This design comes from an exercise in tuning for small area, a short achievable clock period and few clock cycles on the open sky130 flow, not from production work. In this exercise RTL edits were held to simulation tests only and were not proved equivalent to the original. No activity file was given, so power comes from the tool's default toggle rates.

## design/flow/run.sh

```bash
#!/bin/bash
# synth_recipe.tcl (not shown) runs the flow's synth.tcl, then flattens the netlist and writes it again
# the make line also repeats each setting of config.mk as NAME=value (left out here)
make -C /OpenROAD-flow-scripts/flow DESIGN_CONFIG=/design/flow/config.mk WORK_HOME=/design/flow/orfs CLKGATE_MAP_FILE= SYNTH_SCRIPT=/design/flow/synth_recipe.tcl finish
```

## design/flow/config.mk

```make
export PLATFORM = sky130hd
export DESIGN_NAME = lcs_diff
export DESIGN_NICKNAME = lcs_diff
export VERILOG_FILES = /design/flow/design.v
export SDC_FILE = /design/flow/constraint.sdc
export NUM_CORES = 4
export LEC_CHECK = 0
export CAP_MARGIN = 30
export CORE_MARGIN = 2
export CORE_UTILIZATION = 40
export SETUP_SLACK_MARGIN = 5
export SLEW_MARGIN = 40
```

## design/flow/constraint.sdc

```tcl
create_clock -name core_clock -period 11.0 [get_ports {clk}]
set_input_delay 2.2000 -clock core_clock [delete_from_list [all_inputs] [get_ports {clk}]]
set_output_delay 2.2000 -clock core_clock [all_outputs]
set_load 0.01 [all_outputs]
```

## design/flow/design.v

```verilog
module lcs_diff #(
    parameter N  = 16,
    parameter TW = 8
) (
    input  wire              clk,
    input  wire              rst,
    input  wire              cmd_valid,
    output wire              cmd_ready,
    input  wire [4:0]        a_len,
    input  wire [4:0]        b_len,
    input  wire [N*TW-1:0]   a_toks,
    input  wire [N*TW-1:0]   b_toks,
    output wire              out_valid,
    input  wire              out_ready,
    output wire [1:0]        out_op,
    output wire [3:0]        out_idx,
    output wire [4:0]        out_len
);
    localparam OP_REM  = 2'd0;
    localparam OP_ADD  = 2'd1;
    localparam OP_KEEP = 2'd2;
    localparam OP_END  = 2'd3;
    localparam E_IDLE = 3'd0;
    localparam E_W1   = 3'd1;
    localparam E_DP   = 3'd2;
    localparam E_TB   = 3'd3;
    localparam E_EMB  = 3'd4;
    localparam E_DONE = 3'd5;
    localparam P_UP1  = 2'd0;
    localparam P_DOWN = 2'd1;
    localparam P_UP2  = 2'd2;
    integer q;
    function [15:0] smear_dn(input [15:0] x);
        reg [15:0] y;
        begin
            y = x;
            y = y | (y >> 1);
            y = y | (y >> 2);
            y = y | (y >> 4);
            y = y | (y >> 8);
            smear_dn = y;
        end
    endfunction
    function [15:0] smear_up(input [15:0] x);
        reg [15:0] y;
        begin
            y = x;
            y = y | (y << 1);
            y = y | (y << 2);
            y = y | (y << 4);
            y = y | (y << 8);
            smear_up = y;
        end
    endfunction
    function [15:0] lowest(input [15:0] x);
        lowest = x & (~x + 16'd1);
    endfunction
    function [3:0] enc16(input [15:0] x);    
        begin
            enc16[0] = |(x & 16'haaaa);
            enc16[1] = |(x & 16'hcccc);
            enc16[2] = |(x & 16'hf0f0);
            enc16[3] = |(x & 16'hff00);
        end
    endfunction
    function [15:0] dp_row(input [15:0] v, input [15:0] mm);
        reg [15:0] u;
        begin
            u = v & mm;
            dp_row = (v + u) | (v & ~mm);
        end
    endfunction
    wire [TW-1:0] A [0:N-1];
    wire [TW-1:0] B [0:N-1];
    genvar g;
    generate
        for (g = 0; g < N; g = g + 1) begin : g_tok
            assign A[g] = a_toks[g*TW +: TW];
            assign B[g] = b_toks[g*TW +: TW];
        end
    endgenerate
    reg [2:0]    e_st;
    reg [2:0]    e_st_n;
    reg [4:0]    m_r, n_r;
    reg          o_r;            
    reg [2:0]    pm1;            
    reg [2:0]    ptr;            
    reg [1:0]    pst;
    reg [2:0]    ptr_d1, ptr_d2;
    reg [TW-1:0] asel0, asel1;
    reg          av1;
    reg [15:0]   M0, M1;         
    reg [15:0]   V;
    reg [15:0]   lifo [0:N-1];
    reg [15:0]   T, X, Y, ycol, GB;
    reg          fail;
    reg          w_busy;         
    reg          e_pend;         
    reg [4:0]    e_len;
    reg [15:0]   PAs, QBs;       
    reg [15:0]   Xr, sX;         
    reg [3:0]    xidx;           
    reg          hx, hx2;        
    reg [3:0]    w_i, w_j;
    reg [4:0]    a_rem, b_rem;
    reg [4:0]    w_L;
    reg          ov_r;
    reg [1:0]    op_r;
    reg [3:0]    idx_r;
    reg [4:0]    len_r;
    reg          crdy_r;
    assign cmd_ready = crdy_r;
    assign out_valid = ov_r;
    assign out_op    = op_r;
    assign out_idx   = idx_r;
    assign out_len   = len_r;
    wire handoff = cmd_valid & crdy_r;
    wire       o_cur = (e_st == E_IDLE) ? a_len[0] : o_r;
    wire [TW-1:0] sel0 = A[{ptr, 1'b0}];
    wire [TW-1:0] sel1 = A[{ptr, 1'b1}];
    wire [4:0] m_cur   = (e_st == E_IDLE) ? a_len : m_r;
    wire [3:0] p_cur   = (m_cur + 5'd1) >> 1;
    wire [2:0] pm1_cur = p_cur[2:0] - 3'd1;
    wire       one_pair = (e_st == E_IDLE) ? (a_len[4:2] == 3'd0 && a_len[1:0] != 2'd3)
                                           : (ptr == pm1);
    wire       sv1     = !(o_cur && one_pair);
    reg  [2:0] ptr_n;
    reg  [1:0] pst_n;
    always @(*) begin
        ptr_n = ptr;
        pst_n = pst;
        if (!cmd_valid || crdy_r) begin
            ptr_n = 3'd0;
            pst_n = P_UP1;
        end else begin
            case (pst)
            P_UP1:  if (one_pair) pst_n = P_DOWN; else ptr_n = ptr + 3'd1;
            P_DOWN: if (ptr == 3'd0)    pst_n = P_UP2;  else ptr_n = ptr - 3'd1;
            default: if (ptr != 3'd7) ptr_n = ptr + 3'd1;
            endcase
        end
    end
    reg [15:0] cmp0, cmp1;
    always @(*) begin
        for (q = 0; q < N; q = q + 1) begin
            cmp0[q] = (B[q] == asel0);
            cmp1[q] = (B[q] == asel1) & av1;
        end
    end
    wire [15:0] V1 = dp_row(V,  M0);
    wire [15:0] V2 = dp_row(V1, M1);
    wire [15:0] c1  = (M1 | lifo[0]) & T;
    wire [15:0] S1  = smear_dn(c1);
    wire [15:0] H1  = S1 & ~(S1 >> 1);
    wire        d1  = |(H1 & M1);
    wire [15:0] T1  = d1 ? (S1 >> 1) : S1;
    wire        f1  = d1 ? |(GB & ~S1) : |(M1 & ycol);
    wire [15:0] GB1 = d1 ? (M1 & (S1 >> 1)) : GB;
    wire [15:0] yc1 = d1 ? H1 : ycol;
    wire [15:0] c2  = (M0 | lifo[1]) & T1;
    wire [15:0] S2  = smear_dn(c2);
    wire [15:0] H2  = S2 & ~(S2 >> 1);
    wire        d2  = |(H2 & M0);
    wire [15:0] T2  = d2 ? (S2 >> 1) : S2;
    wire        f2  = d2 ? |(GB1 & ~S2) : |(M0 & yc1);
    wire [15:0] GB2 = d2 ? (M0 & (S2 >> 1)) : GB1;
    wire [15:0] yc2 = d2 ? H2 : yc1;
    wire [15:0] oh0 = 16'd1 << {ptr_d2, 1'b0};    
    wire [15:0] oh1 = 16'd1 << {ptr_d2, 1'b1};    
    wire        dum = o_r && (ptr_d2 == pm1);     
    wire        tb_last   = (ptr_d2 == 3'd0);
    wire        tb_fail_n = fail | f1 | f2;
    wire        tb_pass   = !tb_fail_n && (GB2 == 16'd0);
    wire [15:0] yr   = Y & T;
    wire [15:0] ey1  = lowest(yr);
    wire [15:0] ey1b = lowest(yr & ~ey1);
    wire        h1   = |(M0 & ey1);
    wire [15:0] z1   = smear_up(M0 & T);
    wire [15:0] l1   = z1 & ~(z1 << 1);
    wire [15:0] qt1  = h1 ? (z1 << 1) : T;
    wire [15:0] Y1   = h1 ? ((Y & ~ey1) | l1) : Y;
    wire [15:0] ey2  = h1 ? ey1b : ey1;
    wire        h2   = |(M1 & ey2);
    wire [15:0] z2   = smear_up(M1 & qt1);
    wire [15:0] l2   = z2 & ~(z2 << 1);
    wire [15:0] qt2  = h2 ? (z2 << 1) : qt1;
    wire [15:0] Y2   = h2 ? ((Y1 & ~ey2) | l2) : Y1;
    wire        emb_end = (ptr_d2 == pm1) || ((Y2 & qt2) == 16'd0);
    always @(*) begin
        e_st_n = e_st;
        case (e_st)
        E_IDLE: if (cmd_valid)
                    e_st_n = (a_len == 5'd0 || b_len == 5'd0) ? E_DONE : E_W1;
        E_W1:   e_st_n = E_DP;
        E_DP:   if (ptr_d2 == pm1) e_st_n = E_TB;
        E_TB:   if (tb_last) e_st_n = tb_pass ? E_DONE : E_EMB;
        E_EMB:  if (emb_end) e_st_n = E_DONE;
        E_DONE: if (handoff) e_st_n = E_IDLE;
        default: e_st_n = E_IDLE;
        endcase
        if (!cmd_valid) e_st_n = E_IDLE;
    end
    always @(posedge clk) begin
        asel0  <= sel0;
        asel1  <= sel1;
        av1    <= sv1;
        M0     <= cmp0;
        M1     <= cmp1;
        ptr_d1 <= ptr;
        ptr_d2 <= ptr_d1;
        if (e_st == E_DP) begin
            lifo[0] <= dum ? 16'hffff : ~V2;
            lifo[1] <= ~V1;
            for (q = 2; q < N; q = q + 1) lifo[q] <= lifo[q-2];
        end else begin
            for (q = 0; q < N - 2; q = q + 1) lifo[q] <= lifo[q+2];
        end
        case (e_st)
        E_IDLE: begin
            m_r   <= a_len;
            n_r   <= b_len;
            o_r   <= a_len[0];
            pm1   <= pm1_cur;
            V     <= 16'hffff;
            X     <= 16'd0;
            Y     <= 16'd0;
            fail  <= 1'b0;
            GB    <= 16'd0;
            ycol  <= 16'd0;
        end
        E_W1: begin
            T <= ~(16'hffff << n_r);
        end
        E_DP: begin
            V <= V2;
        end
        E_TB: begin
            if (!tb_last) T <= T2;
            X    <= X | (d1 ? oh1 : 16'd0) | (d2 ? oh0 : 16'd0);
            Y    <= Y | (d1 ? H1 : 16'd0) | (d2 ? H2 : 16'd0);
            fail <= tb_last ? !tb_pass : tb_fail_n;
            GB   <= GB2;
            ycol <= tb_last ? 16'd0 : yc2;
            if (tb_last) T <= 16'hffff;
        end
        E_EMB: begin
            ycol <= ycol | (h1 ? oh0 : 16'd0) | (h2 ? oh1 : 16'd0);
            T    <= qt2;
            Y    <= Y2;
        end
        default: ;
        endcase
    end
    wire        a_nz = (a_rem != 5'd0);
    wire        b_nz = (b_rem != 5'd0);
    reg  [1:0]  r_op;
    reg  [3:0]  r_idx;
    always @(*) begin
        if (hx) begin
            if (!PAs[0])      begin r_op = OP_REM;  r_idx = w_i;  end
            else if (!QBs[0]) begin r_op = OP_ADD;  r_idx = w_j;  end
            else              begin r_op = OP_KEEP; r_idx = xidx; end
        end else if (a_nz) begin r_op = OP_REM; r_idx = w_i; end
        else if (b_nz)     begin r_op = OP_ADD; r_idx = w_j; end
        else               begin r_op = OP_END; r_idx = 4'd0; end
    end
    wire        r_keep = hx & PAs[0] & QBs[0];
    wire        adv_i  = hx ? (~PAs[0] | QBs[0]) : a_nz;    
    wire        adv_jk = hx ? PAs[0] : (~a_nz & b_nz);      
    wire        hx_n   = r_keep ? hx2 : hx;
    wire        anz_n  = adv_i ? (a_rem != 5'd1) : a_nz;
    wire        bnz_n  = adv_jk ? (b_rem != 5'd1) : b_nz;
    wire        last   = !hx_n && !anz_n && !bnz_n;
    wire [15:0] sxl    = lowest(sX);
    wire [15:0] exl    = lowest(X);
    wire [15:0] ex2    = X & ~exl;
    wire load_out = !ov_r || out_ready;
    wire w_step   = load_out && !e_pend && w_busy;
    wire w_free_n = w_busy ? (w_step && (last || r_op == OP_END)) : !handoff;
    always @(posedge clk) begin
        if (crdy_r) begin
            PAs   <= fail ? ycol : X;
            QBs   <= Y;
            Xr    <= X;
            sX    <= ex2;
            xidx  <= enc16(exl);
            hx    <= (X != 16'd0);
            hx2   <= (ex2 != 16'd0);
            w_i   <= 4'd0;
            w_j   <= 4'd0;
            a_rem <= m_r;
            b_rem <= n_r;
            w_L   <= 5'd0;
        end else if (w_step) begin
            if (adv_i) begin
                PAs   <= PAs >> 1;
                w_i   <= w_i + 4'd1;
                a_rem <= a_rem - 5'd1;
            end
            if (adv_jk) begin
                QBs   <= QBs >> 1;
                w_j   <= w_j + 4'd1;
                b_rem <= b_rem - 5'd1;
            end
            if (r_keep) begin
                Xr   <= sX;
                sX   <= sX & ~sxl;
                xidx <= enc16(sxl);
                hx   <= hx2;
                hx2  <= ((sX & ~sxl) != 16'd0);
                w_L  <= w_L + 5'd1;
            end
        end
        if (load_out) begin
            if (e_pend) begin
                op_r  <= OP_END;
                idx_r <= 4'd0;
                len_r <= e_len;
            end else begin
                op_r  <= r_op;
                idx_r <= r_idx;
                len_r <= w_L;
            end
        end
        if (w_step && last && r_op != OP_END)
            e_len <= w_L + {4'd0, r_keep};
        if (rst) begin
            e_st   <= E_IDLE;
            ptr    <= 3'd0;
            pst    <= P_UP1;
            w_busy <= 1'b0;
            e_pend <= 1'b0;
            ov_r   <= 1'b0;
            crdy_r <= 1'b0;
        end else begin
            e_st   <= e_st_n;
            ptr    <= ptr_n;
            pst    <= pst_n;
            w_busy <= !w_free_n;
            if (load_out) ov_r <= e_pend || w_busy;
            if (load_out && e_pend)
                e_pend <= 1'b0;
            else if (w_step && last && r_op != OP_END)
                e_pend <= 1'b1;
            crdy_r <= (e_st_n == E_DONE) && w_free_n;
        end
    end
endmodule
```

==> metrics.md, run 1 <==
| Metric | Value |
|---|---|
| Core Area | 74,800 sq um |
| Worst slew pin tran | 0.838 ns |
| Async S/R FF share, synth | 0% |
| Initial antenna violation count | 2 |
| Largest area contributor in the netlist | edfxtp_1 |
| I/O pin cnt | 283 |
| Synth cell count leaders | nand2_1 (842), dfxtp_1 (309), nor2_1 (259), a21oi_1 (218), edfxtp_1 (217) |
| Period minus WS final | 5.71 ns |
| Nets | 4,065 |
| Req. time, crit path | 11.38 ns |
| Synth top area cells | edfxtp_1 (21%), dfxtp_1 (20%), nand2_1 (10%), xnor2_1 (6.2%), a21oi_1 (3.6%) |
| Number of max-cap violations | 0 |
| F_max | 0.175 GHz |
| H-tree depth | 2 |
| Hold Path Class | register to register |
| Top FF cell, synth | dfxtp_1 |
| Hold buffers post-CTS | 0 |
| #FFs+latches synth | 526 |
| Relative slew slack | 44.1% |
| Drt wl/cell | 22.6 um |
| DIE AREA | 78,100 sq um |
| CP arrival | 6.09 ns |
| Vias/cell | 5.94 |
| Final Setup Violations | 0 |
| Clock transition at the registers of the reported paths | 0.07 ns |
| First-pass GRT wire length | 164,000 um |
| Gpl congestion | 1.07 |
| Leakage | 0.0139 uW |
| Final Hold Viols | 0 |
| Die height | 279 um |
| Site row count | 100 |
| EDFF count, synth | 217 |
| TritonCTS Buffers | 55 |
| Routed WL | 108,000 um |
| Post-route clock period utilization | 51.9% |
| CTS tree | yes |
| PortBufs | 282 |
| Postcts setup bufs | 0 |
| Crit end category | register |
| Maximum fanout along the worst path | 26 |
| Sequential area share after synthesis | 41.9% |
| Residual DRC | 0 |
| Crit path kind | register to register |
| Unrepaired setup endpoints after global routing | false |
| Worst-Skew Late Latency | 0.65 ns |
| Vias | 28,500 |
| Worst Skew | 0.0427 ns |
| Syn Area/Cell | 8.38 sq um |
| GRT Residual Overflow | 0 |
| Pins over their slew limit | 0 |
| Number of global-route vias before repair | 27,100 |
| Pwr per Cell Area | 241 nW/um^2 |
| Synth top area share | 21.5% |
| Library cells used by synthesis | 104 |
| Initial core utilization | 40.5% |
| Hold path cells | 0 |
| Register-to-Register Path Depth | 14 |
| Post-DRT Antenna Nets | 0 |
| Fin Setup TNS | 0 ns |
| Die Span X | 279 um |
| Share of cells above drive strength 1 | 7.30% |
| Mapped Area | 30,300 sq um |
| Fillers | 7,276 |
| Yosys warns | 2 |
| Cells after synthesis | 3,618 |
| VDD IR max | 0.135 mV |
| Bufs on Longest Clock Path | 3 |
| Most common cell in the netlist | nand2_1 |
| Clock sinks | 526 |
| Number of iterations in the first detailed-routing pass | 9 |
| Status | no timing/DRC/antenna violations |
| Total GRT Usage | 26.9% |
| P&R area growth vs syn | 18.5% |
| Largest net degree at the start of global routing | 200 |
| CP Launch Type | register |
| DR iter-0 viols | 3,390 |
| Mapped Nets | 3,909 |
| Hold WS | 0.327 ns |
| Root buffer cell | clkbuf_16 |
| Antenna diodes | 0 |
| HPWL after detailed placement | 80,400 um |
==> stage by stage <==
stage                     setup slack [ns]  instance area (sq um)  utilization (%)  total power [uW]  std cells
after floorplan                       7.16                  30300                -              5440       3618
after global placement                5.08                  33900             45.3              6550       4682
after detailed placement              5.21                  33900             45.3              6560       4684
after CTS                             5.22                  35900             48.0              8590       4788
after global routing                  5.00                  36000             48.1              9100       4790
final                                 5.29                  36000             48.1              8660       4790
==> cell usage in the layout, fill, tap and decap left out, types with 24 or more instances in the layout <==
| cell type | count |
|---|---|
| clkbuf_16 | 61 |
| nor2_1 | 258 |
| clkdlybuf4s50_1 | 282 |
| mux2_2 | 43 |
| mux2i_1 | 55 |
| o21ai_0 | 152 |
| o22ai_1 | 47 |
| a31oi_1 | 39 |
| edfxtp_1 | 217 |
| nor3_1 | 58 |
| xnor2_1 | 214 |
| a222oi_1 | 39 |
| dfxtp_1 | 308 |
| nor2b_1 | 24 |
| nand3_1 | 66 |
| a22oi_1 | 26 |
| xor2_1 | 75 |
| inv_1 | 67 |
| a21oi_1 | 217 |
| buf_4 | 62 |
| nand2_1 | 840 |
| nand4_1 | 80 |
| and2_1 | 32 |
| nor4_1 | 32 |
| and3_1 | 47 |
==> area by class of cell <==
type / instances / area, sq um / area share [%]
Multi-Input combinational cell: 2771 / 16400 / 45.6
Sequential cell: 526 / 12700 / 35.3
Timing Repair Buffer: 350 / 3370 / 9.38
Clock buffer: 78 / 1660 / 4.62
Tap cell: 969 / 1210 / 3.37
Clock inverter: 26 / 327 / 0.908
Inverter: 70 / 275 / 0.765
==> cells by family (layout without fill, tap and decap cells) <==
| kind of cell | after synthesis | count (layout) | share of synthesized area (%) |
|---|---|---|---|
| adder cells (fa/ha/maj) | 27 | 27 | 1.06 |
| AND/OR/NAND/NOR | 1558 | 1558 | 23.3 |
| AO/OA/AOI/OAI | 797 | 797 | 17.6 |
| XOR/XNOR | 290 | 290 | 8.42 |
| flip-flops | 526 | 526 | 41.9 |
| multiplexers | 99 | 99 | 3.46 |
| buffers and inverters | 321 | 524 | 4.26 |
==> sequential cells by signal, indices dropped and copies added (netlist names), 15 cells and up <==
name  cells
M1       16
X        16
ycol     16
Y        16
M0       16
GB       16
sX       15
lifo    256
T        16
PAs      16
QBs      16
V        16
==> final timing paths <==
check	startpoint	to	slack, ns
max	T[13]	fail	5.29
min	ptr_d1[0]	ptr_d2[0]	0.33
max reg2reg	T[13]	fail	5.29
min reg2reg	ptr_d1[0]	ptr_d2[0]	0.33
==> layer usage <==
layer  track usage (%)  routed length (um)
met3              4.59                9410
met5                 0                  12
met1              36.7               46300
met4              12.2                5290
met2              41.8               47200
==> worst max-delay path, cell delays in order, from the launching register on <==
cell,delay (ns)
edfxtp_1,0.61
o21ai_1,0.29
nand4_2,0.30
nor4_4,0.49
nand4_1,0.44
nand4_2,0.18
buf_4,0.37
mux2i_1,0.30
nand4_2,0.46
nor4b_4,0.56
a2111oi_4,0.10
and2_2,0.43
nor4b_2,0.61
nand2_1,0.10
and3_1,0.19
==> where the power goes <==
group          internal (uW)  switching (uW)  leakage (uW)
Combinational           1260            2160       0.00822
Sequential              2660             573       0.00469
Clock                   1180             830      0.000980
Total                   5100            3560        0.0139
==> what timing repair did <==
item,in CTS,in global routing
resized for setup,0,2
hold endpoints to repair,0,0
endpoints found under the setup margin,0,4
Testbench counts, summed over its fixed seeds: cycles 7,513.
==> inputs of run 2 (changes only) <==
==> design/flow/flow/run.sh (new file) <==
#!/bin/bash
set -euo pipefail
bash standard.sh SETUP_SLACK_MARGIN=7 finish > make_finish.log 2>&1
==> design/flow/standard.sh (new file) <==
#!/bin/bash
# synth_recipe.tcl (not shown) runs the flow's synth.tcl, then flattens the netlist and writes it again
# the make line also repeats each setting of config.mk as NAME=value (left out here)
make -C /OpenROAD-flow-scripts/flow DESIGN_CONFIG=/design/flow/config.mk WORK_HOME=/design/flow/orfs CLKGATE_MAP_FILE= SYNTH_SCRIPT=/design/flow/synth_recipe.tcl "${@:-finish}"
removed: design/flow/run.sh
==> metrics.md, run 2 <==
| Metric | Value |
|---|---|
| Root buffer cell | clkbuf_16 |
| HPWL after detailed placement | 80,400 um |
| Synth top area cells | edfxtp_1 (21%), dfxtp_1 (20%), nand2_1 (10%), xnor2_1 (6.2%), a21oi_1 (3.6%) |
| Initial core utilization | 40.5% |
| First-pass GRT wire length | 174,000 um |
| H-tree depth | 2 |
| Top reg by flops | lifo |
| Relative slew slack | 32.7% |
| I/O pin cnt | 283 |
| Residual DRC | 0 |
| Vias/cell | 6.01 |
| Vias | 30,100 |
| Post-DRT Antenna Nets | 0 |
| Nets | 4,280 |
| Largest area contributor in the netlist | edfxtp_1 |
| Worst R2R End | GB[2] |
| Net Sw Power | 3990 uW |
| Most frequent cells in the layout | nand2_1 (834), dfxtp_1 (296), clkdlybuf4s50_1 (282), nor2_1 (251), buf_4 (232) |
| Internal power | 5710 uW |
| Utilization after layout | 52.2% |
| Site row count | 100 |
| Critical hold path startpoint | ptr_d1[0] |
| Die Span X | 279 um |
| CP arrival | 4.72 ns |
| Hold WS | 0.327 ns |
| TritonCTS Buffers | 55 |
| Req. time, crit path | 11.37 ns |
| Met1 usage | 37.9% |
| DIE AREA | 78,100 sq um |
| Top FF cell, synth | dfxtp_1 |
| Core Area | 74,800 sq um |
| Drt wl/cell | 23.3 um |
| DP Worst Slack | 5.21 ns |
| Most common cell after layout, fill and taps aside | nand2_1 |
| Share of cells above drive strength 1 | 15.5% |
| Gpl congestion | 1.07 |
| Clock transition at the registers of the reported paths | 0.06 ns |
| Status | no timing/DRC/antenna violations |
| GRT met2 Usage | 43.8% |
| F_max | 0.230 GHz |
| Pins over their slew limit | 0 |
| Bufs on Longest Clock Path | 3 |
| Clk pwr share | 20.8% |
| VDD IR max | 0.135 mV |
| Synth top area share | 21.5% |
| Cells after synthesis | 3,618 |
| Unrepaired setup endpoints after global routing | true |
| Number of global-route vias before repair | 28,400 |
| Origin of the critical flop-to-flop path | T[15] |
| Worst slew pin tran | 1.01 ns |
| Worst Skew | 0.0431 ns |
| P&R area growth vs syn | 28.8% |
| Maximum fanout along the worst path | 7 |
| Crit path setup slack, layout | 6.64 ns |
| Hold Path Class | register to register |
| #FFs+latches synth | 526 |
| Number of iterations in the first detailed-routing pass | 11 |
| Crit path kind | register to register |
| GRT Residual Overflow | 0 |
| Initial antenna violation count | 4 |
| Routed WL | 117,000 um |
| Worst-Skew Late Latency | 0.66 ns |
| Mapped Nets | 3,909 |
| Hold buffers post-CTS | 0 |
| Syn Area/Cell | 8.38 sq um |
| Hold path cells | 0 |
| Sequential area share after synthesis | 41.9% |
| Most common cell in the netlist | nand2_1 |
| CP Launch Type | register |
| Total GRT Usage | 28.7% |
| Synth cell count leaders | nand2_1 (842), dfxtp_1 (309), nor2_1 (259), a21oi_1 (218), edfxtp_1 (217) |
| Library cells used by synthesis | 104 |
| Fin Setup TNS | 0 ns |
| EDFF count, synth | 217 |
| Period minus WS final | 4.36 ns |
| Pwr per Cell Area | 248 nW/um^2 |
| Combinational group share of total power | 46.2% |
| CP startpoint | T[15] |
| Reg2reg setup slack | 6.64 ns |
| Die height | 279 um |
| Final cell count without fillers | 5,006 |
| M3 GR Usage | 6.74% |
| DR iter-0 viols | 4,182 |
| PortBufs | 282 |
| Leakage | 0.0153 uW |
| Switching part of the total power | 41.1% |
| GR peak layer | met2 |
| Yosys warns | 2 |
| Hold path endpoint | ptr_d2[0] |
| Crit end category | register |
| Final Setup Violations | 0 |
| Inst Count DP | 4,684 |
| Max reg flops | 256 |
| Number of max-cap violations | 0 |
| Post-route clock period utilization | 39.6% |
| CTS tree | yes |
| Async S/R FF share, synth | 0% |
| Register-to-Register Path Depth | 18 |
| Final Hold Viols | 0 |
| Register share of total power | 32.9% |
| Mapped Area | 30,300 sq um |
| Clock sinks | 526 |
| Largest net degree at the start of global routing | 200 |
[run 2: cell counts after synthesis]
Identical to the previous run, type by type.
[run 2: logic make-up (layout without fill, tap and decap cells)]
kind of cell / after synthesis / count (layout) / synth area share, %
adder cells (fa/ha/maj): 27 / 27 / 1.06
buffers and inverters: 321 / 731 / 4.26
other: 0 / 1 / 0
AND/OR/NAND/NOR: 1558 / 1566 / 23.3
AO/OA/AOI/OAI: 797 / 797 / 17.6
multiplexers: 99 / 99 / 3.46
flip-flops: 526 / 526 / 41.9
XOR/XNOR: 290 / 290 / 8.42
[run 2: how the worst max path moves through the flow]
stage                          to  slack, ns  cells past startpoint
after floorplan              T[7]       7.16                     14
after global placement      GB[2]       5.08                     13
after detailed placement  e_st[0]       5.21                     15
after CTS                  crdy_r       6.87                     17
after global routing      e_st[0]       6.59                     20
final                       GB[2]       6.64                     18
[run 2: through the flow]
stage          total power, uW  area (sq um)
4_1_cts                   9270         38100
6_report                  9700         39100
2_1_floorplan             5440         30300
3_3_place_gp              6550         33900
3_5_place_dp              6560         33900
5_1_grt                  10100         39100
[run 2: power by group through the flow]
stage          logic (uW)  registers (uW)  clock network [uW]
6_report             4480            3190                2020
2_1_floorplan        2490            2940                   0
4_1_cts              4050            3160                2050
3_5_place_dp         3320            3240                   0
3_3_place_gp         3300            3250                   0
5_1_grt              4740            3250                2120
[run 2: layout make-up]
class	count	area [sq um]
antenna	1	2.50
clock buffer	78	1660
clock inverter	26	327
fill	6940	35700
inverter	70	287
multi-input combinational	2779	17500
sequential	526	12700
tap	969	1210
timing repair buffer	557	5330
[run 2: critical path: stages (launching register included)]
cell and delay (ns):
edfxtp_1 0.50, buf_6 0.16, buf_4 0.16, nand2_1 0.11
a31oi_4 0.19, o21ai_2 0.11, or3_4 0.42, buf_12 0.16
o41ai_4 0.47, a21boi_4 0.12, and2_1 0.21, nor2b_2 0.21
a2111oi_4 0.41, buf_6 0.19, buf_12 0.15, nand2_8 0.11
buf_4 0.18, a211oi_2 0.13, a211oi_1 0.07
[run 2: metal layers]
| metal | vias to the layer above | part of all wire, % |
|---|---|---|
| met3 | 524 | 11 |
| met1 | 14100 | 40 |
| met2 | 1822 | 43 |
| met4 | 2 | 6.3 |
| li1 | 13700 | - |
| met5 | - | 0.011 |
[run 2: repair_timing]
item	in CTS	in global routing
pin swaps	59	49
gates cloned	13	2
endpoints found under the setup margin	76	82
setup buffers	149	52
gates resized for setup	174	97
==> inputs of run 3 (changes only) <==
--- a/design/flow/design.v
+++ b/design/flow/design.v
@@ -26,6 +26,7 @@
     localparam E_TB   = 3'd3;
     localparam E_EMB  = 3'd4;
     localparam E_DONE = 3'd5;
+    localparam E_POST = 3'd6;    
     localparam P_UP1  = 2'd0;
     localparam P_DOWN = 2'd1;
     localparam P_UP2  = 2'd2;
@@ -87,6 +88,7 @@
     reg [2:0]    ptr;            
     reg [1:0]    pst;
     reg [2:0]    ptr_d1, ptr_d2;
+    reg          u_first, u_last;    
     reg [TW-1:0] asel0, asel1;
     reg          av1;
     reg [15:0]   M0, M1;         
@@ -94,6 +96,7 @@
     reg [15:0]   lifo [0:N-1];
     reg [15:0]   T, X, Y, ycol, GB;
     reg          fail;
+    reg [15:0]   PA_e, qthr;
     reg          w_busy;         
     reg          e_pend;         
     reg [4:0]    e_len;
@@ -109,12 +112,13 @@
     reg [3:0]    idx_r;
     reg [4:0]    len_r;
     reg          crdy_r;
-    assign cmd_ready = crdy_r;
+    reg          is_post;
+    assign cmd_ready = crdy_r & ~(is_post & fail);
     assign out_valid = ov_r;
     assign out_op    = op_r;
     assign out_idx   = idx_r;
     assign out_len   = len_r;
-    wire handoff = cmd_valid & crdy_r;
+    wire handoff = cmd_valid & cmd_ready;
     wire       o_cur = (e_st == E_IDLE) ? a_len[0] : o_r;
     wire [TW-1:0] sel0 = A[{ptr, 1'b0}];
     wire [TW-1:0] sel1 = A[{ptr, 1'b1}];
@@ -129,7 +133,7 @@
     always @(*) begin
         ptr_n = ptr;
         pst_n = pst;
-        if (!cmd_valid || crdy_r) begin
+        if (!cmd_valid || cmd_ready) begin
             ptr_n = 3'd0;
             pst_n = P_UP1;
         end else begin
@@ -149,35 +153,38 @@
     end
     wire [15:0] V1 = dp_row(V,  M0);
     wire [15:0] V2 = dp_row(V1, M1);
+    wire        dum = o_r && u_last;              
     wire [15:0] c1  = (M1 | lifo[0]) & T;
     wire [15:0] S1  = smear_dn(c1);
     wire [15:0] H1  = S1 & ~(S1 >> 1);
     wire        d1  = |(H1 & M1);
-    wire [15:0] T1  = d1 ? (S1 >> 1) : S1;
     wire        f1  = d1 ? |(GB & ~S1) : |(M1 & ycol);
     wire [15:0] GB1 = d1 ? (M1 & (S1 >> 1)) : GB;
     wire [15:0] yc1 = d1 ? H1 : ycol;
-    wire [15:0] c2  = (M0 | lifo[1]) & T1;
-    wire [15:0] S2  = smear_dn(c2);
-    wire [15:0] H2  = S2 & ~(S2 >> 1);
-    wire        d2  = |(H2 & M0);
+    wire [15:0] ti2 = dum ? T : (S1 >> 1);
+    wire [15:0] c2  = (M0 | lifo[1]) & ti2;
+    wire [15:0] S2s = smear_dn(c2);
+    wire [15:0] H2s = S2s & ~(S2s >> 1);
+    wire        sc2 = d1 | dum;
+    wire [15:0] S2  = sc2 ? S2s : S1;
+    wire [15:0] H2  = sc2 ? H2s : H1;
+    wire        d2  = sc2 ? |(H2s & M0) : |(H1 & M0);
     wire [15:0] T2  = d2 ? (S2 >> 1) : S2;
     wire        f2  = d2 ? |(GB1 & ~S2) : |(M0 & yc1);
     wire [15:0] GB2 = d2 ? (M0 & (S2 >> 1)) : GB1;
     wire [15:0] yc2 = d2 ? H2 : yc1;
     wire [15:0] oh0 = 16'd1 << {ptr_d2, 1'b0};    
     wire [15:0] oh1 = 16'd1 << {ptr_d2, 1'b1};    
-    wire        dum = o_r && (ptr_d2 == pm1);     
-    wire        tb_last   = (ptr_d2 == 3'd0);
+    wire        tb_last   = u_first;
     wire        tb_fail_n = fail | f1 | f2;
     wire        tb_pass   = !tb_fail_n && (GB2 == 16'd0);
-    wire [15:0] yr   = Y & T;
+    wire [15:0] yr   = Y & qthr;
     wire [15:0] ey1  = lowest(yr);
     wire [15:0] ey1b = lowest(yr & ~ey1);
     wire        h1   = |(M0 & ey1);
-    wire [15:0] z1   = smear_up(M0 & T);
+    wire [15:0] z1   = smear_up(M0 & qthr);
     wire [15:0] l1   = z1 & ~(z1 << 1);
-    wire [15:0] qt1  = h1 ? (z1 << 1) : T;
+    wire [15:0] qt1  = h1 ? (z1 << 1) : qthr;
     wire [15:0] Y1   = h1 ? ((Y & ~ey1) | l1) : Y;
     wire [15:0] ey2  = h1 ? ey1b : ey1;
     wire        h2   = |(M1 & ey2);
@@ -185,15 +192,17 @@
     wire [15:0] l2   = z2 & ~(z2 << 1);
     wire [15:0] qt2  = h2 ? (z2 << 1) : qt1;
     wire [15:0] Y2   = h2 ? ((Y1 & ~ey2) | l2) : Y1;
-    wire        emb_end = (ptr_d2 == pm1) || ((Y2 & qt2) == 16'd0);
+    wire        emb_end = u_last || ((Y2 & qt2) == 16'd0);
     always @(*) begin
         e_st_n = e_st;
         case (e_st)
         E_IDLE: if (cmd_valid)
                     e_st_n = (a_len == 5'd0 || b_len == 5'd0) ? E_DONE : E_W1;
         E_W1:   e_st_n = E_DP;
-        E_DP:   if (ptr_d2 == pm1) e_st_n = E_TB;
-        E_TB:   if (tb_last) e_st_n = tb_pass ? E_DONE : E_EMB;
+        E_DP:   if (u_last) e_st_n = E_TB;
+        E_TB:   if (tb_last) e_st_n = E_POST;
+        E_POST: if (fail) e_st_n = emb_end ? E_DONE : E_EMB;
+                else      e_st_n = handoff ? E_IDLE : E_DONE;
         E_EMB:  if (emb_end) e_st_n = E_DONE;
         E_DONE: if (handoff) e_st_n = E_IDLE;
         default: e_st_n = E_IDLE;
@@ -208,6 +217,8 @@
         M1     <= cmp1;
         ptr_d1 <= ptr;
         ptr_d2 <= ptr_d1;
+        u_first <= (ptr_d1 == 3'd0);
+        u_last  <= (ptr_d1 == pm1);
         if (e_st == E_DP) begin
             lifo[0] <= dum ? 16'hffff : ~V2;
             lifo[1] <= ~V1;
@@ -227,6 +238,8 @@
             fail  <= 1'b0;
             GB    <= 16'd0;
             ycol  <= 16'd0;
+            PA_e  <= 16'd0;
+            qthr  <= 16'hffff;
         end
         E_W1: begin
             T <= ~(16'hffff << n_r);
@@ -235,17 +248,16 @@
             V <= V2;
         end
         E_TB: begin
-            if (!tb_last) T <= T2;
+            T    <= T2;
             X    <= X | (d1 ? oh1 : 16'd0) | (d2 ? oh0 : 16'd0);
             Y    <= Y | (d1 ? H1 : 16'd0) | (d2 ? H2 : 16'd0);
             fail <= tb_last ? !tb_pass : tb_fail_n;
             GB   <= GB2;
-            ycol <= tb_last ? 16'd0 : yc2;
-            if (tb_last) T <= 16'hffff;
+            ycol <= yc2;
         end
-        E_EMB: begin
-            ycol <= ycol | (h1 ? oh0 : 16'd0) | (h2 ? oh1 : 16'd0);
-            T    <= qt2;
+        E_EMB, E_POST: if (e_st == E_EMB || fail) begin
+            PA_e <= PA_e | (h1 ? oh0 : 16'd0) | (h2 ? oh1 : 16'd0);
+            qthr <= qt2;
             Y    <= Y2;
         end
         default: ;
@@ -279,7 +291,7 @@
     wire w_free_n = w_busy ? (w_step && (last || r_op == OP_END)) : !handoff;
     always @(posedge clk) begin
         if (crdy_r) begin
-            PAs   <= fail ? ycol : X;
+            PAs   <= fail ? PA_e : X;
             QBs   <= Y;
             Xr    <= X;
             sX    <= ex2;
@@ -332,6 +344,7 @@
             e_pend <= 1'b0;
             ov_r   <= 1'b0;
             crdy_r <= 1'b0;
+            is_post <= 1'b0;
         end else begin
             e_st   <= e_st_n;
             ptr    <= ptr_n;
@@ -342,7 +355,8 @@
                 e_pend <= 1'b0;
             else if (w_step && last && r_op != OP_END)
                 e_pend <= 1'b1;
-            crdy_r <= (e_st_n == E_DONE) && w_free_n;
+            crdy_r <= (e_st_n == E_DONE || e_st_n == E_POST) && w_free_n;
+            is_post <= (e_st_n == E_POST);
         end
     end
 endmodule
==> design/flow/flow/run.sh (replaced) <==
#!/bin/bash
set -euo pipefail
bash standard.sh SETUP_SLACK_MARGIN=7 'BUFFER_PORTS_ARGS=-buffer_cell sky130_fd_sc_hd__buf_1' finish > make_finish.log 2>&1
--- a/design/flow/config.mk
+++ b/design/flow/config.mk
@@ -8,5 +8,4 @@
 export CAP_MARGIN = 30
 export CORE_MARGIN = 2
 export CORE_UTILIZATION = 40
-export SETUP_SLACK_MARGIN = 5
 export SLEW_MARGIN = 40
==> metrics.md, run 3 <==
| Metric | Value |
|---|---|
| Status | no timing/DRC/antenna violations |
| Post-DRT Antenna Nets | 0 |
| Share of cells above drive strength 1 | 10.3% |
| Relative slew slack | 35.3% |
| Register-to-Register Path Depth | 14 |
| Nets | 4,248 |
| GR peak layer | met2 |
| Final cell count without fillers | 5,058 |
| Post-route clock period utilization | 37.2% |
| Top FF cell, synth | dfxtp_1 |
| Largest net degree at the start of global routing | 144 |
| Most frequent cells in the layout | nand2_1 (855), dfxtp_1 (300), buf_1 (282), nor2_1 (250), edfxtp_1 (249) |
| Yosys warns | 2 |
| Worst R2R End | Y[3] |
| Register area | 13,700 sq um |
| Core Area | 78,700 sq um |
| Clk pwr share | 28.1% |
| CP most frequent cell | buf_4 |
| F_max | 0.245 GHz |
| Top reg by flops | lifo |
| Final Hold Viols | 0 |
| Most common cell after layout, fill and taps aside | nand2_1 |
| DP Area | 33,700 sq um |
| Maximum fanout along the worst path | 42 |
| Top delay family on crit path | compound AO/OA/AOI/OAI gates |
| Root buffer cell | clkbuf_16 |
| CP startpoint | M1[15] |
| Hold Path Class | register to register |
| Post-layout instance area | 36,900 sq um |
| CP arrival | 4.43 ns |
| DIE AREA | 81,500 sq um |
| Net Sw Power | 2770 uW |
| Antenna diodes | 0 |
| Routed WL | 114,000 um |
| DR iter-0 viols | 3,642 |
| Hold buffers post-CTS | 0 |
| Slowest Stage Delay on Critical Path | 0.58 ns |
| Number of iterations in the first detailed-routing pass | 9 |
| Drt wl/cell | 22.4 um |
| Synth top area share | 23.6% |
| Die height | 285 um |
| Req. time, crit path | 11.34 ns |
| Final Setup Violations | 0 |
| Max reg flops | 256 |
| CP Cell Sequence | o21ai_4, buf_4, nand2_1, o21ai_0, nor4_2, buf_4, nand3_1, buf_12, nand4_1, o32a_4, buf_16, o21a_1, a311oi_1, o22ai_1 |
| Critical path endpoint | Y[3] |
| DP Worst Slack | 5.30 ns |
| Worst slew pin tran | 0.962 ns |
| Clock sinks | 561 |
| Residual DRC | 0 |
| #FFs+latches synth | 561 |
| CTS tree | yes |
| Number of max-cap violations | 0 |
| Worst-Skew Late Latency | 0.65 ns |
| Worst Skew | 0.0339 ns |
| H-tree depth | 2 |
| Crit path setup slack, layout | 6.91 ns |
| WP depth | 14 |
| Fillers | 7,794 |
| Origin of the critical flop-to-flop path | M1[15] |
| Pwr per Cell Area | 203 nW/um^2 |
| Synth cell count leaders | nand2_1 (861), dfxtp_1 (312), nor2_1 (255), edfxtp_1 (249), clkbuf_1 (205) |
| GRT Residual Overflow | 0 |
| Most common cell in the netlist | nand2_1 |
| Period minus WS final | 4.09 ns |
| I/O pin cnt | 283 |
| Total GRT Usage | 26.8% |
| Gpl congestion | 0.993 |
| Library cells used by synthesis | 101 |
| Leakage | 0.0139 uW |
| Vias/cell | 5.98 |
| EDFF count, synth | 249 |
| Number of global-route vias before repair | 28,700 |
| Synth top area cells | edfxtp_1 (24%), dfxtp_1 (20%), nand2_1 (10%), xnor2_1 (5.5%), a21oi_1 (3.0%) |
| Pins over their slew limit | 0 |
| PortBufs | 282 |
| VDD IR max | 0.137 mV |
| Reg2reg setup slack | 6.91 ns |
| GRT met2 Usage | 41.7% |
| Crit path kind | register to register |
| Buffer and inverter count on the worst path | 4 |
| Cells after synthesis | 3,723 |
| First-pass GRT wire length | 172,000 um |
| Fin Setup TNS | 0 ns |
| M3 GR Usage | 4.67% |
| Combinational group share of total power | 34.9% |
| Sequential area share after synthesis | 43.3% |
| Register share of total power | 37.1% |
| Largest area contributor in the netlist | edfxtp_1 |
| Met1 usage | 36.4% |
| Vias | 30,200 |
| Die Span X | 285 um |
| Initial core utilization | 40.2% |
| CP Launch Type | register |
| Mapped Nets | 4,014 |
| Async S/R FF share, synth | 0% |
| Syn Area/Cell | 8.51 sq um |
| Bufs on Longest Clock Path | 3 |
| P&R area growth vs syn | 16.6% |
| Multi-input logic area | 17,200 sq um |
| Crit end category | register |
| Clock transition at the registers of the reported paths | 0.07 ns |
| Mapped Area | 31,700 sq um |
| Worst path slowest cell | o21ai_0 |
| Hold WS | 0.425 ns |
| Inst Count DP | 4,872 |
| Internal power | 4720 uW |
| Initial antenna violation count | 2 |
| Unrepaired setup endpoints after global routing | true |
| HPWL after detailed placement | 80,900 um |
| Site row count | 103 |
| TritonCTS Buffers | 61 |
| Switching part of the total power | 36.9% |
run 3: cell count changes in the layout (fill, tap and decap cells not counted), moves of 21 or more:
cell	before	now
a211oi_1	13	35
buf_1	0	282
buf_4	232	125
clkdlybuf4s50_1	282	0
edfxtp_1	217	249
nand2_1	834	855
run 3: layer usage:
metal  vias to the layer above  part of all wire (%)
li1                      13900                     -
met1                     14400                    41
met2                      1620                    44
met3                       368                   9.4
met4                         0                   5.5
met5                         -                     0
run 3: worst min path at each step:
stage / depth (start not counted) / slack (ns) / endpoint / startpoint
floorplan: 0 / 0.35 / ptr_d1[2] / ptr[2]
global placement: 0 / 0.41 / lifo[14][11] / lifo[12][11]
detailed placement: 0 / 0.42 / lifo[15][13] / lifo[13][13]
CTS: 0 / 0.43 / lifo[14][1] / lifo[12][1]
global route: 0 / 0.43 / lifo[15][13] / lifo[13][13]
finish: 2 / 0.43 / lifo[11][13] / lifo[13][13]
run 3: layout make-up:
type                    count  area share [%]
repair buffers            427            6.43
flip-flops and latches    561            37.2
clock inverters            35           0.989
multi-input cells        2843            46.6
inverters                  63           0.661
well taps                1050            3.56
clock buffers              79            4.54
run 3: power groups by stage:
| stage | registers (uW) | clock network [uW] | logic, uW |
|---|---|---|---|
| floorplan | 2660 | 0 | 1680 |
| global placement | 2810 | 0 | 2230 |
| detailed placement | 2820 | 0 | 2220 |
| CTS | 2770 | 2140 | 2390 |
| global route | 2810 | 2220 | 2790 |
| finish | 2780 | 2100 | 2610 |
run 3: repair_timing:
item / 4_1_cts / 5_1_grt
pin swaps: 11 / 14
gates resized for setup: 66 / 57
setup endpoints to repair: 100 / 86
cloned: 2 / 3
setup buffers: 33 / 34
run 3: tightest hold or removal path, cell delays in order, from the launching register on:
cell and delay [ns]:
dfxtp_1 0.31, nand2_1 0.05, nand2_1 0.04
run 3: kinds of logic after synthesis:
group | share of synthesized area (%)
xor gates and xnor gates | 7.98
muxes | 3.40
DFF | 43.3
buffers and inverters | 4.01
and+or+nand+nor | 22.4
AOI/OAI and AO/OA | 17.9
adders and majority gates | 1.02
run 3: per-stage QoR:
stage / util (%) / total power (uW)
after floorplan: - / 4340
after global placement: 42.7 / 5040
after detailed placement: 42.8 / 5040
after CTS: 46.1 / 7300
after global routing: 46.9 / 7820
final: 46.9 / 7490
Testbench counts of run 3, summed over its fixed seeds: cycles 7,513.
==> inputs of run 4 (changes only) <==
==> design/flow/flow/run.sh (replaced) <==
#!/bin/bash
set -euo pipefail
bash standard.sh SETUP_SLACK_MARGIN=7.5 'BUFFER_PORTS_ARGS=-buffer_cell sky130_fd_sc_hd__buf_1' finish > make_finish.log 2>&1
==> metrics.md, run 4 <==
| Metric | Value |
|---|---|
| PortBufs | 282 |
| P&R area growth vs syn | 25.4% |
| Die height | 285 um |
| Buffer and inverter count on the worst path | 5 |
| Overall power | 8260 uW |
| Combinational group share of total power | 41.0% |
| H-tree depth | 2 |
| Syn Area/Cell | 8.51 sq um |
| Pins over their slew limit | 0 |
| M3 GR Usage | 5.90% |
| Reg2reg setup slack | 7.12 ns |
| CP most frequent cell | buf_6 |
| Number of global-route vias before repair | 29,500 |
| #FFs+latches synth | 561 |
| Switching part of the total power | 37.9% |
| Final cell count without fillers | 5,195 |
| Max reg flops | 256 |
| HPWL after detailed placement | 81,600 um |
| Net Sw Power | 3130 uW |
| Inst Count DP | 4,865 |
| Leakage | 0.0150 uW |
| Worst R2R End | Y[0] |
| Critical hold path startpoint | ptr_d1[2] |
| Clock sinks | 561 |
| Yosys warns | 2 |
| Hold buffers post-CTS | 0 |
| Period minus WS final | 3.88 ns |
| Origin of the critical flop-to-flop path | qthr[0] |
| Initial core utilization | 40.2% |
| Slowest Stage Delay on Critical Path | 0.44 ns |
| Status | no timing/DRC/antenna violations |
| EDFF count, synth | 249 |
| GRT met2 Usage | 44.2% |
| Met1 usage | 37.8% |
| Relative slew slack | 37.1% |
| Final Hold Viols | 0 |
| Routed WL | 123,000 um |
| Initial antenna violation count | 4 |
| CTS tree | yes |
| Post-route clock period utilization | 35.2% |
| Bufs on Longest Clock Path | 3 |
| Mapped Nets | 4,014 |
| Unrepaired setup endpoints after global routing | true |
| Clk pwr share | 25.0% |
| First-pass GRT wire length | 182,000 um |
| Final Setup Violations | 0 |
| Register-to-Register Path Depth | 16 |
| Share of cells above drive strength 1 | 17.5% |
| Cells after synthesis | 3,723 |
| Library cells used by synthesis | 101 |
| TritonCTS Buffers | 61 |
| Async S/R FF share, synth | 0% |
| DP Area | 33,700 sq um |
| Hold path endpoint | ptr_d2[2] |
| Vias | 31,500 |
| Largest net degree at the start of global routing | 106 |
| Worst-Skew Late Latency | 0.66 ns |
| Drt wl/cell | 23.7 um |
| Clock transition at the registers of the reported paths | 0.07 ns |
| DR iter-0 viols | 3,688 |
| Internal power | 5130 uW |
| Synth top area cells | edfxtp_1 (24%), dfxtp_1 (20%), nand2_1 (10%), xnor2_1 (5.5%), a21oi_1 (3.0%) |
| GR peak layer | met2 |
| Synth top area share | 23.6% |
| Synth cell count leaders | nand2_1 (861), dfxtp_1 (312), nor2_1 (255), edfxtp_1 (249), clkbuf_1 (205) |
| Fillers | 7,444 |
| Crit path kind | register to register |
| Most common cell after layout, fill and taps aside | nand2_1 |
| CP Launch Type | register |
| Number of max-cap violations | 0 |
| Hold path cells | 0 |
| Hold WS | 0.389 ns |
| Nets | 4,382 |
| Fin Setup TNS | 0 ns |
| Die Span X | 285 um |
| Sequential area share after synthesis | 43.3% |
| Post-DRT Antenna Nets | 0 |
| Hold Path Class | register to register |
| Number of iterations in the first detailed-routing pass | 10 |
| Vias/cell | 6.06 |
| Most common cell in the netlist | nand2_1 |
| Most frequent cells in the layout | nand2_1 (847), dfxtp_1 (292), buf_1 (281), edfxtp_1 (249), nor2_1 (235) |
| F_max | 0.258 GHz |
| Root buffer cell | clkbuf_16 |
| Total GRT Usage | 28.7% |
| CP arrival | 4.33 ns |
| Gpl congestion | 0.991 |
| Site row count | 103 |
| CP Cell Sequence | a222oi_1, buf_4, buf_6, and4_4, nor3_2, a211o_1, a221oi_4, mux2i_4, a311oi_4, buf_4, nand4_4, buf_6, buf_6, a22oi_2, o22ai_2, o22ai_1 |
| Worst slew pin tran | 0.936 ns |
| Post-layout instance area | 39,700 sq um |
| DIE AREA | 81,500 sq um |
| Top delay family on crit path | compound AO/OA/AOI/OAI gates |
| I/O pin cnt | 283 |
| Maximum fanout along the worst path | 5 |
| Top FF cell, synth | dfxtp_1 |
| CP startpoint | qthr[0] |
| Residual DRC | 0 |
| Worst path slowest cell | edfxtp_1 |
| VDD IR max | 0.143 mV |
| Pwr per Cell Area | 208 nW/um^2 |
| Register share of total power | 34.0% |
| Worst Skew | 0.0419 ns |
| Req. time, crit path | 11.46 ns |
| Core Area | 78,700 sq um |
| Crit end category | register |
| GRT Residual Overflow | 0 |
| Largest area contributor in the netlist | edfxtp_1 |
| Top reg by flops | lifo |
| Mapped Area | 31,700 sq um |
==> run 4: cell counts after synthesis <==
No cell type changed its count.
==> run 4: routing by layer <==
| layer | up-vias | wire [um] |
|---|---|---|
| li1 | 14100 | - |
| met1 | 14900 | 48700 |
| met2 | 1888 | 53500 |
| met3 | 517 | 12900 |
| met4 | 2 | 8240 |
| met5 | - | 16 |
==> run 4: layout make-up <==
| type | instances | area (sq um) | share of cell area [%] |
|---|---|---|---|
| diodes | 1 | 2.50 | 0.00630 |
| clock buffers | 94 | 1860 | 4.68 |
| clock inverters | 22 | 165 | 0.416 |
| inverters | 63 | 275 | 0.693 |
| multi-input cells | 2846 | 18400 | 46.4 |
| flip-flops and latches | 561 | 13800 | 34.7 |
| well taps | 1050 | 1310 | 3.31 |
| repair buffers | 556 | 3870 | 9.75 |
| repair inverters | 2 | 17.5 | 0.0441 |
==> run 4: cell families after synthesis <==
kind of cell               synth area share, %
AOI/OAI and AO/OA                         17.9
xor gates and xnor gates                  7.98
adders and majority gates                 1.02
buffers and inverters                     4.01
DFF                                       43.3
muxes                                     3.40
and+or+nand+nor                           22.4
==> run 4: worst max path at each step <==
stage	endpoint	slack (ns)	cells past startpoint
floorplan	GB[10]	7.51	14
global placement	fail	5.46	12
detailed placement	fail	5.61	12
CTS	Y[7]	7.25	14
global route	qthr[1]	7.04	15
finish	Y[0]	7.12	16
==> run 4: what timing repair did <==
item                                   CTS  global route
pin swaps                               78            85
setup endpoints to repair              123           113
cloned                                  16            12
resized for setup                      270           202
setup buffers                          128            57
endpoints found under the hold margin    0             0
==> run 4: power by group through the flow <==
| stage | registers, uW | logic (uW) | clock network, uW |
|---|---|---|---|
| 6_report | 2810 | 3390 | 2060 |
| 3_5_place_dp | 2840 | 2230 | 0 |
| 3_3_place_gp | 2840 | 2230 | 0 |
| 2_1_floorplan | 2660 | 1680 | 0 |
| 5_1_grt | 2840 | 3550 | 2180 |
| 4_1_cts | 2790 | 2860 | 2090 |
==> run 4: stage by stage <==
stage / utilization (%) / setup WS (ns)
2_1_floorplan: - / 7.51
3_3_place_gp: 42.7 / 5.46
3_5_place_dp: 42.8 / 5.61
4_1_cts: 48.5 / 7.25
5_1_grt: 50.4 / 7.04
6_report: 50.4 / 7.12
==> inputs of run 5 (changes only) <==
--- a/design/flow/design.v
+++ b/design/flow/design.v
@@ -21,7 +21,6 @@
     localparam OP_KEEP = 2'd2;
     localparam OP_END  = 2'd3;
     localparam E_IDLE = 3'd0;
-    localparam E_W1   = 3'd1;
     localparam E_DP   = 3'd2;
     localparam E_TB   = 3'd3;
     localparam E_EMB  = 3'd4;
@@ -93,7 +92,7 @@
     reg          av1;
     reg [15:0]   M0, M1;         
     reg [15:0]   V;
-    reg [15:0]   lifo [0:N-1];
+    reg [15:0]   vst [0:8];
     reg [15:0]   T, X, Y, ycol, GB;
     reg          fail;
     reg [15:0]   PA_e, qthr;
@@ -119,15 +118,15 @@
     assign out_idx   = idx_r;
     assign out_len   = len_r;
     wire handoff = cmd_valid & cmd_ready;
-    wire       o_cur = (e_st == E_IDLE) ? a_len[0] : o_r;
-    wire [TW-1:0] sel0 = A[{ptr, 1'b0}];
-    wire [TW-1:0] sel1 = A[{ptr, 1'b1}];
-    wire [4:0] m_cur   = (e_st == E_IDLE) ? a_len : m_r;
-    wire [3:0] p_cur   = (m_cur + 5'd1) >> 1;
+    wire       idle  = (e_st == E_IDLE);
+    wire       le2   = (a_len[4:2] == 3'd0) && (a_len[1:0] != 2'd3);    
+    wire       le4   = (a_len[4:3] == 2'd0) && (a_len[2:0] <= 3'd4);    
+    wire [2:0] pe    = idle ? {2'b00, ~le2} : ptr;
+    wire [TW-1:0] sel0 = idle ? (le2 ? A[0] : A[2]) : A[{ptr, 1'b0}];
+    wire [TW-1:0] sel1 = idle ? (le2 ? A[1] : A[3]) : A[{ptr, 1'b1}];
+    wire [3:0] p_cur   = (a_len + 5'd1) >> 1;
     wire [2:0] pm1_cur = p_cur[2:0] - 3'd1;
-    wire       one_pair = (e_st == E_IDLE) ? (a_len[4:2] == 3'd0 && a_len[1:0] != 2'd3)
-                                           : (ptr == pm1);
-    wire       sv1     = !(o_cur && one_pair);
+    wire       sv1     = idle ? !(a_len == 5'd1 || a_len == 5'd3) : !(o_r && ptr == pm1);
     reg  [2:0] ptr_n;
     reg  [1:0] pst_n;
     always @(*) begin
@@ -136,9 +135,12 @@
         if (!cmd_valid || cmd_ready) begin
             ptr_n = 3'd0;
             pst_n = P_UP1;
+        end else if (idle) begin
+            ptr_n = le2 ? 3'd0 : le4 ? 3'd1 : 3'd2;
+            pst_n = le4 ? P_DOWN : P_UP1;
         end else begin
             case (pst)
-            P_UP1:  if (one_pair) pst_n = P_DOWN; else ptr_n = ptr + 3'd1;
+            P_UP1:  if (ptr == pm1) pst_n = P_DOWN; else ptr_n = ptr + 3'd1;
             P_DOWN: if (ptr == 3'd0)    pst_n = P_UP2;  else ptr_n = ptr - 3'd1;
             default: if (ptr != 3'd7) ptr_n = ptr + 3'd1;
             endcase
@@ -147,14 +149,16 @@
     reg [15:0] cmp0, cmp1;
     always @(*) begin
         for (q = 0; q < N; q = q + 1) begin
-            cmp0[q] = (B[q] == asel0);
-            cmp1[q] = (B[q] == asel1) & av1;
+            cmp0[q] = idle ? (B[q] == A[0]) : (B[q] == asel0);
+            cmp1[q] = idle ? (B[q] == A[1]) & (a_len != 5'd1) : (B[q] == asel1) & av1;
         end
     end
     wire [15:0] V1 = dp_row(V,  M0);
     wire [15:0] V2 = dp_row(V1, M1);
+    wire [15:0] Dr2 = ~vst[0] | {16{dum}};
+    wire [15:0] Dr1 = ~dp_row(vst[1], M0);
     wire        dum = o_r && u_last;              
-    wire [15:0] c1  = (M1 | lifo[0]) & T;
+    wire [15:0] c1  = (M1 | Dr2) & T;
     wire [15:0] S1  = smear_dn(c1);
     wire [15:0] H1  = S1 & ~(S1 >> 1);
     wire        d1  = |(H1 & M1);
@@ -162,7 +166,7 @@
     wire [15:0] GB1 = d1 ? (M1 & (S1 >> 1)) : GB;
     wire [15:0] yc1 = d1 ? H1 : ycol;
     wire [15:0] ti2 = dum ? T : (S1 >> 1);
-    wire [15:0] c2  = (M0 | lifo[1]) & ti2;
+    wire [15:0] c2  = (M0 | Dr1) & ti2;
     wire [15:0] S2s = smear_dn(c2);
     wire [15:0] H2s = S2s & ~(S2s >> 1);
     wire        sc2 = d1 | dum;
@@ -197,8 +201,7 @@
         e_st_n = e_st;
         case (e_st)
         E_IDLE: if (cmd_valid)
-                    e_st_n = (a_len == 5'd0 || b_len == 5'd0) ? E_DONE : E_W1;
-        E_W1:   e_st_n = E_DP;
+                    e_st_n = (a_len == 5'd0 || b_len == 5'd0) ? E_DONE : E_DP;
         E_DP:   if (u_last) e_st_n = E_TB;
         E_TB:   if (tb_last) e_st_n = E_POST;
         E_POST: if (fail) e_st_n = emb_end ? E_DONE : E_EMB;
@@ -215,16 +218,15 @@
         av1    <= sv1;
         M0     <= cmp0;
         M1     <= cmp1;
-        ptr_d1 <= ptr;
-        ptr_d2 <= ptr_d1;
-        u_first <= (ptr_d1 == 3'd0);
-        u_last  <= (ptr_d1 == pm1);
-        if (e_st == E_DP) begin
-            lifo[0] <= dum ? 16'hffff : ~V2;
-            lifo[1] <= ~V1;
-            for (q = 2; q < N; q = q + 1) lifo[q] <= lifo[q-2];
+        ptr_d1 <= pe;
+        ptr_d2 <= idle ? 3'd0 : ptr_d1;
+        u_first <= idle ? 1'b1 : (ptr_d1 == 3'd0);
+        u_last  <= idle ? le2  : (ptr_d1 == pm1);
+        if (idle || e_st == E_DP) begin
+            vst[0] <= idle ? 16'hffff : V2;
+            for (q = 1; q < 9; q = q + 1) vst[q] <= vst[q-1];
         end else begin
-            for (q = 0; q < N - 2; q = q + 1) lifo[q] <= lifo[q+2];
+            for (q = 0; q < 8; q = q + 1) vst[q] <= vst[q+1];
         end
         case (e_st)
         E_IDLE: begin
@@ -233,6 +235,7 @@
             o_r   <= a_len[0];
             pm1   <= pm1_cur;
             V     <= 16'hffff;
+            T     <= ~(16'hffff << b_len);
             X     <= 16'd0;
             Y     <= 16'd0;
             fail  <= 1'b0;
@@ -241,9 +244,6 @@
             PA_e  <= 16'd0;
             qthr  <= 16'hffff;
         end
-        E_W1: begin
-            T <= ~(16'hffff << n_r);
-        end
         E_DP: begin
             V <= V2;
         end
==> design/flow/flow/run.sh (replaced) <==
#!/bin/bash
set -euo pipefail
bash standard.sh SETUP_SLACK_MARGIN=7 'BUFFER_PORTS_ARGS=-buffer_cell sky130_fd_sc_hd__buf_1' finish > make_finish.log 2>&1
==> metrics.md, run 5 <==
| Metric | Value |
|---|---|
| Number of max-cap violations | 0 |
| Pins over their slew limit | 0 |
| Switching part of the total power | 31.4% |
| Cells after synthesis | 3,383 |
| Fin Setup TNS | 0 ns |
| Period minus WS final | 4.66 ns |
| Top reg by flops | vst |
| Total GRT Usage | 28.1% |
| Most common cell in the netlist | xor2_1 |
| Internal power | 3230 uW |
| Number of iterations in the first detailed-routing pass | 10 |
| Clk pwr share | 36.2% |
| First-pass GRT wire length | 171,000 um |
| Register area | 11,400 sq um |
| Crit end category | register |
| PortBufs | 282 |
| Leakage | 0.0131 uW |
| Site row count | 100 |
| Crit path setup slack, layout | 6.34 ns |
| H-tree depth | 2 |
| Vias | 29,200 |
| Final Hold Viols | 0 |
| Combinational group share of total power | 24.1% |
| Root buffer cell | clkbuf_16 |
| Die Span X | 279 um |
| Initial core utilization | 40.5% |
| TritonCTS Buffers | 50 |
| Bufs on Longest Clock Path | 3 |
| Most common cell after layout, fill and taps aside | xor2_1 |
| Largest area contributor in the netlist | edfxtp_1 |
| Hold Path Class | register to register |
| Net Sw Power | 1480 uW |
| Die height | 279 um |
| Crit path kind | register to register |
| Mapped Area | 30,200 sq um |
| Worst slew pin tran | 0.847 ns |
| I/O pin cnt | 283 |
| Nets | 3,972 |
| EDFF count, synth | 237 |
| Synth cell count leaders | xor2_1 (369), nor2_1 (284), nand2_1 (270), edfxtp_1 (237), dfxtp_1 (211) |
| Worst Skew | 0.0251 ns |
| Residual DRC | 0 |
| Max reg flops | 144 |
| Relative slew slack | 43.1% |
| Synth top area share | 23.5% |
| DIE AREA | 77,800 sq um |
| Core Area | 74,700 sq um |
| Pwr per Cell Area | 131 nW/um^2 |
| GRT Residual Overflow | 0 |
| Gpl congestion | 1.02 |
| Syn Area/Cell | 8.94 sq um |
| Largest net degree at the start of global routing | 77 |
| DP Worst Slack | 4.90 ns |
| Sequential area share after synthesis | 37.5% |
| Post-DRT Antenna Nets | 0 |
| Drt wl/cell | 24.2 um |
| Unrepaired setup endpoints after global routing | true |
| Clock transition at the registers of the reported paths | 0.07 ns |
| Fillers | 7,107 |
| Initial antenna violation count | 0 |
| Antenna diodes | 0 |
| CTS tree | yes |
| Library cells used by synthesis | 102 |
| HPWL after detailed placement | 79,300 um |
| VDD IR max | 0.113 mV |
| Maximum fanout along the worst path | 45 |
| Clock sinks | 448 |
| Hold path cells | 0 |
| Req. time, crit path | 11.33 ns |
| Vias/cell | 6.22 |
| Synth top area cells | edfxtp_1 (24%), dfxtp_1 (14%), xor2_1 (11%), mux2_2 (5.3%), nor2_1 (3.5%) |
| Top FF cell, synth | edfxtp_1 |
| Register-to-Register Path Depth | 14 |
| DR iter-0 viols | 3,330 |
| CP Launch Type | register |
| Worst-Skew Late Latency | 0.62 ns |
| Share of cells above drive strength 1 | 17.4% |
| Multi-input logic area | 18,700 sq um |
| F_max | 0.215 GHz |
| Status | no timing/DRC/antenna violations |
| Number of global-route vias before repair | 28,100 |
| Yosys warns | 2 |
| #FFs+latches synth | 448 |
| Mapped Nets | 3,679 |
| Async S/R FF share, synth | 0% |
| CP arrival | 4.99 ns |
| P&R area growth vs syn | 19.1% |
| Register share of total power | 39.8% |
| Post-route clock period utilization | 42.4% |
| Final Setup Violations | 0 |
| Routed WL | 113,000 um |
| Most frequent cells in the layout | xor2_1 (369), buf_1 (282), nand2_1 (266), nor2_1 (266), edfxtp_1 (237) |
[run 5: cell count changes in the layout (fill, tap and decap cells not counted), moves of 25 or more]
cell     previous run  this run
a21oi_1           154       179
buf_4             198       168
dfxtp_1           292       199
mux2_2             34       142
nand2_1           847       266
nand3_1            62        96
nor2_1            235       266
o31ai_1            11        40
xnor2_1           199        48
xor2_1             87       369
[run 5: power groups by stage]
stage / logic [uW] / registers [uW] / clock network, uW
2_1_floorplan: 676 / 1880 / 0
3_3_place_gp: 947 / 1910 / 0
3_5_place_dp: 948 / 1910 / 0
4_1_cts: 1050 / 1870 / 1730
5_1_grt: 1200 / 1880 / 1790
6_report: 1130 / 1870 / 1700
[run 5: cells by family (layout without fill, tap and decap cells)]
logic type / Yosys count / in the layout / synth area share [%]
XOR/XNOR: 417 / 417 / 12.1
AO/OA/AOI/OAI: 888 / 888 / 19.9
AND/OR/NAND/NOR: 1083 / 1086 / 17.7
buffers and inverters: 310 / 641 / 4.19
adder cells (fa/ha/maj): 32 / 32 / 1.28
multiplexers: 205 / 205 / 7.37
flip-flops: 448 / 448 / 37.5
[run 5: stage by stage]
| step | power [uW] | hold WS, ns | util [%] | std cells | area, sq um |
|---|---|---|---|---|---|
| after floorplan | 2560 | 0.404 | - | 3383 | 30600 |
| after global placement | 2860 | 0.413 | 43.4 | 4472 | 32400 |
| after detailed placement | 2860 | 0.414 | 43.5 | 4473 | 32500 |
| after CTS | 4650 | 0.428 | 47.2 | 4640 | 35300 |
| after global routing | 4870 | 0.444 | 48.2 | 4686 | 36000 |
| final | 4710 | 0.426 | 48.2 | 4686 | 36000 |
[run 5: final timing paths]
path / endpoint / slack (ns) / from
setup / recovery: fail / 6.34 / m_r[0]
hold reg to reg: vst[8][7] / 0.43 / vst[7][7]
setup reg to reg: fail / 6.34 / m_r[0]
hold / removal: vst[8][7] / 0.43 / vst[7][7]
[run 5: worst max-delay path: stages, from the launching register on]
cell       delay [ns]
edfxtp_1         0.44
and2_1           0.22
buf_12           0.19
o21ai_2          0.36
and4_4           0.44
and4_2           0.47
and3_2           0.38
nor4_4           0.07
buf_6            0.22
a2111oi_4        0.41
a211oi_1         0.19
a2111oi_4        0.33
nand4_1          0.21
o31ai_2          0.28
o32ai_2          0.12
[run 5: layout make-up]
type / instances / area share [%]
Timing Repair Buffer: 475 / 7.74
Sequential cell: 448 / 31.6
Multi-Input combinational cell: 2628 / 51.9
Tap cell: 969 / 3.36
Clock inverter: 13 / 0.351
Inverter: 73 / 0.774
Clock buffer: 80 / 4.28
[run 5: layer usage]
metal	part of all wire, %	up-vias	global-route usage, %
met5	0	-	0
li1	-	13200	-
met3	9.8	337	5.20
met1	41	14000	37.8
met4	4.5	0	11.6
met2	45	1670	44.5
[run 5: what timing repair did]
item / 4_1_cts / 5_1_grt
gates resized for setup: 85 / 87
endpoints found under the setup margin: 100 / 103
buffers inserted: 65 / 44
cloned: 9 / 2
pin swaps: 27 / 35
hold buffers: 0 / 0
Testbench counts of run 5, summed over its fixed seeds: cycles 7,319.

[what the ideal ports hide]
The results above use ideal ports. As a check the final layouts listed here were re-extracted and re-timed, cells and wires unchanged. Step 1: set_driving_cell puts a clkbuf_16 on clk and a buf_2 on each other input, an assumption about the parent block. Step 2 moves the port delays by t, midway between the first and last clock arrival at a register: inputs arrive t later, outputs are due t later. That takes back most of the time a late clock gives input paths. Slacks: no drivers / after step 1 / after step 2; pairs: no drivers / after step 1.
| run | t, ns | setup slack, ns | hold WS [ns] | latest minus earliest clock arrival (ns) | worst data-port slew with drivers (ns) |
|---|---|---|---|---|---|
| run 1 | 0.678 | 5.293 / 5.293 / 5.293 | 0.327 / 0.327 / 0.327 | 0.044 / 0.044 | 0.09 |
| run 2 | 0.692 | 6.644 / 6.644 / 6.193 | 0.327 / 0.327 / 0.327 | 0.044 / 0.044 | 0.10 |
| run 3 | 0.696 | 6.911 / 6.911 / 6.898 | 0.425 / 0.425 / 0.425 | 0.037 / 0.037 | 0.10 |
| run 4 | 0.704 | 7.124 / 7.124 / 7.121 | 0.389 / 0.389 / 0.389 | 0.043 / 0.043 | 0.11 |
| run 5 | 0.663 | 6.340 / 6.340 / 6.340 | 0.426 / 0.426 / 0.426 | 0.025 / 0.025 | 0.10 |
After both steps setup and hold are still met in every run listed. For run 2, which loses most, drivers alone change the setup slack by 0.000 ns; drivers and shift together by -0.451 ns.
